Background: an optimization exercise with open tools, aiming at small area. Do not read the settings as production practice.
Only simulation tests tie the RTL to the original design; equivalence was not proved.
Power is estimated from default activity; no workload was simulated.

==> design/flow/design.v <==
module drc_rx_engine #(
    parameter P_RXMAX = 32                     
) (
    input  wire        clk,
    input  wire        rst,                    
    input  wire        rx_valid,               
    input  wire [7:0]  rx_data,
    output reg         frm_done,               
    output reg  [1:0]  frm_status,             
    output reg  [7:0]  cap_flags,
    output reg  [7:0]  cap_tid,
    output reg  [7:0]  cap_sid,
    output reg  [7:0]  cap_did,
    output reg  [7:0]  cap_cid,
    output reg  [7:0]  cap_seq,
    output reg  [7:0]  cap_err,
    output reg  [4:0]  cap_plen,
    input  wire [4:0]  pl_addr,
    output wire [7:0]  pl_data,
    output reg  [31:0] cnt_ok,
    output reg  [31:0] cnt_cksum,
    output reg  [31:0] cnt_short,
    output reg  [31:0] cnt_ovf,
    output reg  [31:0] cnt_skip
);
    localparam [7:0] SOP   = 8'h8D;
    localparam [7:0] EOP   = 8'hD8;
    localparam [7:0] ESC   = 8'hAB;
    localparam [7:0] XMASK = 8'h88;
    localparam PL_MAX = P_RXMAX - 5;           
    localparam [1:0] S_HUNT = 2'd0;
    localparam [1:0] S_BODY = 2'd1;
    localparam [1:0] S_ESC  = 2'd2;
    localparam [1:0] ST_OK    = 2'd0;
    localparam [1:0] ST_CKSUM = 2'd1;
    localparam [1:0] ST_SHORT = 2'd2;
    localparam [1:0] ST_OVF   = 2'd3;
    reg [1:0] state;
    reg [5:0] len;                             
    reg [7:0] rx_buf [0:P_RXMAX-1];
    reg [7:0] cap_pl [0:PL_MAX-1];
    wire       in_hunt   = (state == S_HUNT);
    wire       in_body   = (state == S_BODY);
    wire       in_esc    = (state == S_ESC);
    wire       got_sop   = rx_valid && in_hunt && (rx_data == SOP);
    wire       got_skip  = rx_valid && in_hunt && (rx_data != SOP);
    wire       got_eop   = rx_valid && in_body && (rx_data == EOP);
    wire       got_esc   = rx_valid && in_body && (rx_data == ESC);
    wire       do_append = rx_valid && (in_esc || (in_body && rx_data != EOP && rx_data != ESC));
    wire [7:0] app_val   = in_esc ? (rx_data ^ XMASK) : rx_data;
    wire       overflow  = do_append && (len == P_RXMAX);
    integer i;
    reg [7:0] sum_all;
    always @* begin
        sum_all = 8'd0;
        for (i = 0; i < P_RXMAX; i = i + 1)
            if (i < len)
                sum_all = sum_all + rx_buf[i];
    end
    wire [7:0] f       = rx_buf[0];
    wire [5:0] blen    = len - 6'd1;                        
    wire [3:0] hlen    = 4'd4 + f[4] + f[5] + f[0];
    wire       empty   = (len == 6'd0);
    wire       cks_ok  = (sum_all == 8'hFF);
    wire       short   = (blen < {2'b00, hlen});
    wire [2:0] p_sid   = 3'd1 + f[4];
    wire [2:0] p_did   = 3'd1 + f[4] + f[5];
    function [7:0] buf_at(input [5:0] idx);
        buf_at = (idx < P_RXMAX) ? rx_buf[idx[4:0]] : 8'd0;
    endfunction
    wire [7:0] h_tid   = f[4] ? rx_buf[1] : 8'd0;
    wire [7:0] h_sid   = f[5] ? rx_buf[p_sid] : 8'd0;
    wire [7:0] h_did   = rx_buf[p_did];
    wire [7:0] h_cid   = rx_buf[p_did + 3'd1];
    wire [7:0] h_seq   = rx_buf[p_did + 3'd2];
    wire [7:0] h_err   = f[0] ? rx_buf[p_did + 3'd3] : 8'd0;
    wire [5:0] h_plen  = blen - {2'b00, hlen};
    wire [1:0] verdict = empty   ? ST_SHORT :
                         !cks_ok ? ST_CKSUM :
                         short   ? ST_SHORT : ST_OK;
    wire       frame_ok = got_eop && (verdict == ST_OK);
    always @(posedge clk) begin
        if (rst) begin
            state      <= S_HUNT;
            len        <= 6'd0;
            frm_done   <= 1'b0;
            frm_status <= ST_OK;
            cap_flags  <= 8'd0;
            cap_tid    <= 8'd0;
            cap_sid    <= 8'd0;
            cap_did    <= 8'd0;
            cap_cid    <= 8'd0;
            cap_seq    <= 8'd0;
            cap_err    <= 8'd0;
            cap_plen   <= 5'd0;
            cnt_ok     <= 32'd0;
            cnt_cksum  <= 32'd0;
            cnt_short  <= 32'd0;
            cnt_ovf    <= 32'd0;
            cnt_skip   <= 32'd0;
        end else begin
            frm_done <= 1'b0;
            if (got_skip)
                cnt_skip <= cnt_skip + 32'd1;
            if (got_sop) begin
                len   <= 6'd0;
                state <= S_BODY;
            end
            if (got_esc)
                state <= S_ESC;
            if (do_append) begin
                if (overflow) begin
                    frm_done   <= 1'b1;
                    frm_status <= ST_OVF;
                    cnt_ovf    <= cnt_ovf + 32'd1;
                    len        <= 6'd0;
                    state      <= S_HUNT;
                end else begin
                    len   <= len + 6'd1;
                    state <= S_BODY;
                end
            end
            if (got_eop) begin
                frm_done   <= 1'b1;
                frm_status <= verdict;
                len        <= 6'd0;
                state      <= S_HUNT;
                case (verdict)
                    ST_OK:    cnt_ok    <= cnt_ok + 32'd1;
                    ST_CKSUM: cnt_cksum <= cnt_cksum + 32'd1;
                    default:  cnt_short <= cnt_short + 32'd1;
                endcase
                if (frame_ok) begin
                    cap_flags <= f;
                    cap_tid   <= h_tid;
                    cap_sid   <= h_sid;
                    cap_did   <= h_did;
                    cap_cid   <= h_cid;
                    cap_seq   <= h_seq;
                    cap_err   <= h_err;
                    cap_plen  <= h_plen[4:0];
                end
            end
        end
    end
    always @(posedge clk) begin
        if (do_append && !overflow)
            rx_buf[len[4:0]] <= app_val;
    end
    integer j;
    always @(posedge clk) begin
        if (!rst && frame_ok)
            for (j = 0; j < PL_MAX; j = j + 1)
                cap_pl[j] <= buf_at({2'b00, hlen} + j[5:0]);
    end
    assign pl_data = (pl_addr < cap_plen) ? cap_pl[pl_addr] : 8'd0;
endmodule
==> design/flow/run.sh <==
#!/bin/bash
# synth_recipe.tcl (not shown) runs the flow's synth.tcl, then flattens the netlist and writes it again
# the make line also repeats each setting of config.mk as NAME=value (left out here)
make -C /OpenROAD-flow-scripts/flow DESIGN_CONFIG=/design/flow/config.mk WORK_HOME=/design/flow/orfs CLKGATE_MAP_FILE= SYNTH_SCRIPT=/design/flow/synth_recipe.tcl finish
==> design/flow/config.mk <==
export PLATFORM = sky130hd
export DESIGN_NAME = drc_rx_engine
export DESIGN_NICKNAME = drc_rx_engine
export VERILOG_FILES = /design/flow/design.v
export SDC_FILE = /design/flow/constraint.sdc
export NUM_CORES = 4
export LEC_CHECK = 0
export CAP_MARGIN = 20
export CORE_MARGIN = 2
export CORE_UTILIZATION = 40
export SLEW_MARGIN = 20
==> design/flow/constraint.sdc <==
create_clock -name core_clock -period 50.0 [get_ports {clk}]
set_input_delay 10.0000 -clock core_clock [delete_from_list [all_inputs] [get_ports {clk}]]
set_output_delay 10.0000 -clock core_clock [all_outputs]
set_load 0.01 [all_outputs]
==> results.txt <==
## cell type report
| cell class | instances | area (sq um) |
|---|---|---|
| antenna | 1 | 2.50 |
| clock buffer | 108 | 2340 |
| clock inverter | 54 | 618 |
| fill | 11100 | 64400 |
| inverter | 99 | 372 |
| multi-input combinational | 3431 | 28100 |
| sequential | 704 | 18800 |
| tap | 1612 | 2020 |
| timing repair buffer | 305 | 2900 |
## final timing paths
kind / from / to / slack (ns) / depth (start not counted)
max reg2reg: len[0]$_SDFFE_PP0P_ / cap_pl[26][6]$_SDFFCE_PN0P_ / 9.26 / 163
min reg2reg: cap_tid[3]$_SDFFE_PP0P_ / cap_tid[3]$_SDFFE_PP0P_ / 0.45 / 2
min: cap_tid[3]$_SDFFE_PP0P_ / cap_tid[3]$_SDFFE_PP0P_ / 0.45 / 2
max: len[0]$_SDFFE_PP0P_ / cap_pl[26][6]$_SDFFCE_PN0P_ / 9.26 / 163
## power breakdown
group	switching, mW	internal [mW]	total, mW
clock	0.276	0.374	0.650
sequential	0.000221	0.617	0.618
combinational	0.0205	0.00745	0.0279
total	0.297	0.999	1.30
## cell families (layout without fill, tap and decap cells)
group	count (synthesis)	after routing
AND/OR/NAND/NOR	1429	1429
AO/OA/AOI/OAI	957	957
flip-flops	704	704
multiplexers	434	434
adder cells (fa/ha/maj)	325	325
buffers and inverters	316	566
XOR/XNOR	283	283
other	1	4
## worst max-delay path: cells and delay by family, from the launching register on
| family | cells | cell delay (ns) |
|---|---|---|
| buf+inv | 8 | 3.27 |
| compound gates | 51 | 11.97 |
| fa+ha+maj | 34 | 11.17 |
| mux | 4 | 1.07 |
| simple gates | 45 | 7.31 |
| flops | 1 | 0.39 |
| xor+xnor | 21 | 4.98 |
## sequential cells by signal, summed over array words and instances (netlist names)
register	flops
cap_plen	5
cnt_cksum	32
rx_buf	256
cap_err	8
cap_did	8
cap_seq	8
len	6
cap_sid	8
cap_pl	216
cap_cid	8
state	2
cnt_ok	32
cnt_ovf	32
frm_done	1
cnt_short	32
cnt_skip	32
frm_status	2
cap_tid	8
cap_flags	8
## layer usage
layer  up-vias  wire length [microns]  share of wire  global-route usage
met5         -                     13       0.000069                   0
met4         2                   6360          0.034              0.0974
met3       331                  23700           0.13              0.0927
met2      2224                  81400           0.43               0.435
met1     19900                  77900           0.41               0.426
li1      17400                      -              -                   -
## stage by stage
| stage | std cells | instance area (sq um) | total power, mW | utilization | setup WS (ns) |
|---|---|---|---|---|---|
| finish | 6314 | 55100 | 1.30 | 0.461 | 9.26 |
| global route | 6314 | 55100 | 1.33 | 0.461 | 6.48 |
| CTS | 6313 | 55100 | 1.30 | 0.461 | 9.80 |
| detailed placement | 6151 | 52200 | 0.657 | 0.436 | 9.95 |
| global placement | 6151 | 52100 | 0.657 | 0.436 | 10.75 |
| floorplan | 4451 | 48100 | 0.642 | - | 7.90 |
## cells in the mapped netlist, drive strengths merged, types with 14 or more instances
library cell	n	area share
a221oi	27	0.0049
o211ai	20	0.0032
or3	46	0.0060
xor2	119	0.022
o21a	29	0.0045
fa	33	0.014
xnor2	154	0.028
and2	36	0.0047
o21ai	176	0.018
and3	34	0.0044
nor3	52	0.0056
o31ai	20	0.0037
nand3b	14	0.0022
nor2	438	0.035
a21o	78	0.012
nor2b	22	0.0029
nor4	29	0.0045
nand3	146	0.015
a2111oi	20	0.0052
a311oi	15	0.0031
mux2i	73	0.015
a21boi	31	0.0048
mux2	107	0.025
a21oi	263	0.028
nand2	419	0.033
a22o	19	0.0035
and4	16	0.0029
dfxtp	232	0.097
a211oi	48	0.0080
ha	292	0.076
or2	16	0.0021
a31oi	30	0.0040
mux4	254	0.12
inv	99	0.0077
clkbuf	130	0.010
edfxtp	472	0.29
a22oi	61	0.0095
nand4	81	0.011
buf	87	0.0092
nand2b	38	0.0049
==> flow_metrics.tcl <==
set metrics [dict create \
    status "complete, no violations" \
    period_share 0.815 \
    avgRoutedWirePerCell_microns 30.0 \
    drc 0 \
    ant_nets 0 \
    final_cell_mix "edfxtp_1 (472), nor2_1 (430), nand2_1 (418), ha_1 (288), a21oi_1 (257)" \
    fin_worst_skew_ns 0.0547 \
    synth_flop_cell "edfxtp_1" \
    via_per_inst 6.30 \
    fmax_mhz 24.5 \
    synthAdderAreaFrac 0.0898 \
    grt.total_usage 0.301 \
    hold_viol 0 \
    cp_slowest_cell "buf_4" \
    htree_levels 3 \
    max_stage_delay_ns 0.94 \
    synthMuxAreaShare 0.159 \
    cts_buffer_depth 3 \
    ys_warn_count 2 \
    cellPowerDensity_nw_per_um2 23.5 \
    post-cts-setup-buffers 0 \
    grt-ovfl-total 0 \
    final_common_cell "edfxtp_1" \
    start_util 0.402 \
    synth.distinct_cells 114 \
    ys_seq_area_frac 0.392 \
    clk_pin_slew_ns 0.06 \
    first_global_vias 36600 \
    num_vias 39800 \
    nets 4968 \
    die_area_sq_um 123000 \
    cp-end-kind "flip-flop" \
    cts-root-buf "clkbuf_16" \
    fin_crit_ns 40.74 \
    pin_count 248 \
    insertion_delay_ns 0.72 \
    drt_iter0_markers 5426 \
    grt_max_degree 183 \
    holdBufCountCts 0 \
    numPortBuffers 247 \
    rsz0062_at_grt "false" \
    timing.max_cap.violations 0 \
    cts_tree "yes" \
    numCtsBuffers 86 \
    slew_violations 0 \
    synth_compound_area_frac 0.136 \
    gp_congestion 1.00 \
    synth_xor_area_frac 0.0544 \
    leakagePower_nw 20.3 \
    routed_wl_mm 189 \
    post_cts_resized 0 \
    area_growth_syn_to_layout_pct 14.7 \
    hpwl_mm 143 \
    core-area_sq_um 119000 \
    cp_common_cell "ha_1" \
    cp-start-kind "flip-flop" \
    max_slew_margin 0.164 \
    required_ns 50.32 \
    synth_edf_count 472 \
    hp-class "reg2reg" \
    synth_top_family_by_area "multiplexers" \
    whs_ns 0.450 \
    num_rows 127 \
    tightest_slew_ns 1.24 \
    synth_simple_gate_area_share 0.142 \
    syn-mean-instance-area_sq_um 10.8 \
    syn-cell-area_sq_um 48100 \
    ir_drop_mv 0.0221 \
    clkSinkCount 704 \
    ys_ff_latch 704 \
    worstSetupPathType "reg2reg" \
    cp_max_fo 82 \
    die-width_microns 351 \
    drt_first_pass_iters 7 \
    setup_viol 0 \
    die_h_microns 351 \
    grt_pass1_wl_mm 267 \
    syn_inst 4449 \
    critPathArrivalTime_ns 41.06 \
    drive_above_1_share 0.141 \
    synthArstFlopShare 0 \
    tns_ns 0 \
    antenna_found_initial 10 \
]

## re-timing with driven ports
How much do the figures lean on ideal ports? The routed layout below was timed once more, with nothing changed but the port constraints. Step 1: set_driving_cell puts a clkbuf_16 on clk and a buf_2 on each other input, an assumption about the parent block. Step 2 moves the port delays by t, midway between the first and last clock arrival at a register: inputs arrive t later, outputs are due t later. That takes back most of the time a late clock gives input paths. Three values: no drivers, after step 1, after step 2; two values: the first two.
t (ns): 0.765
setup slack, ns: 9.260 / 9.260 / 9.260
pins driven straight from the clock port: 1
After both steps this run still meets setup and hold. The setup slack of this run moves by 0.000 ns with the drivers and by 0.000 ns with both steps.
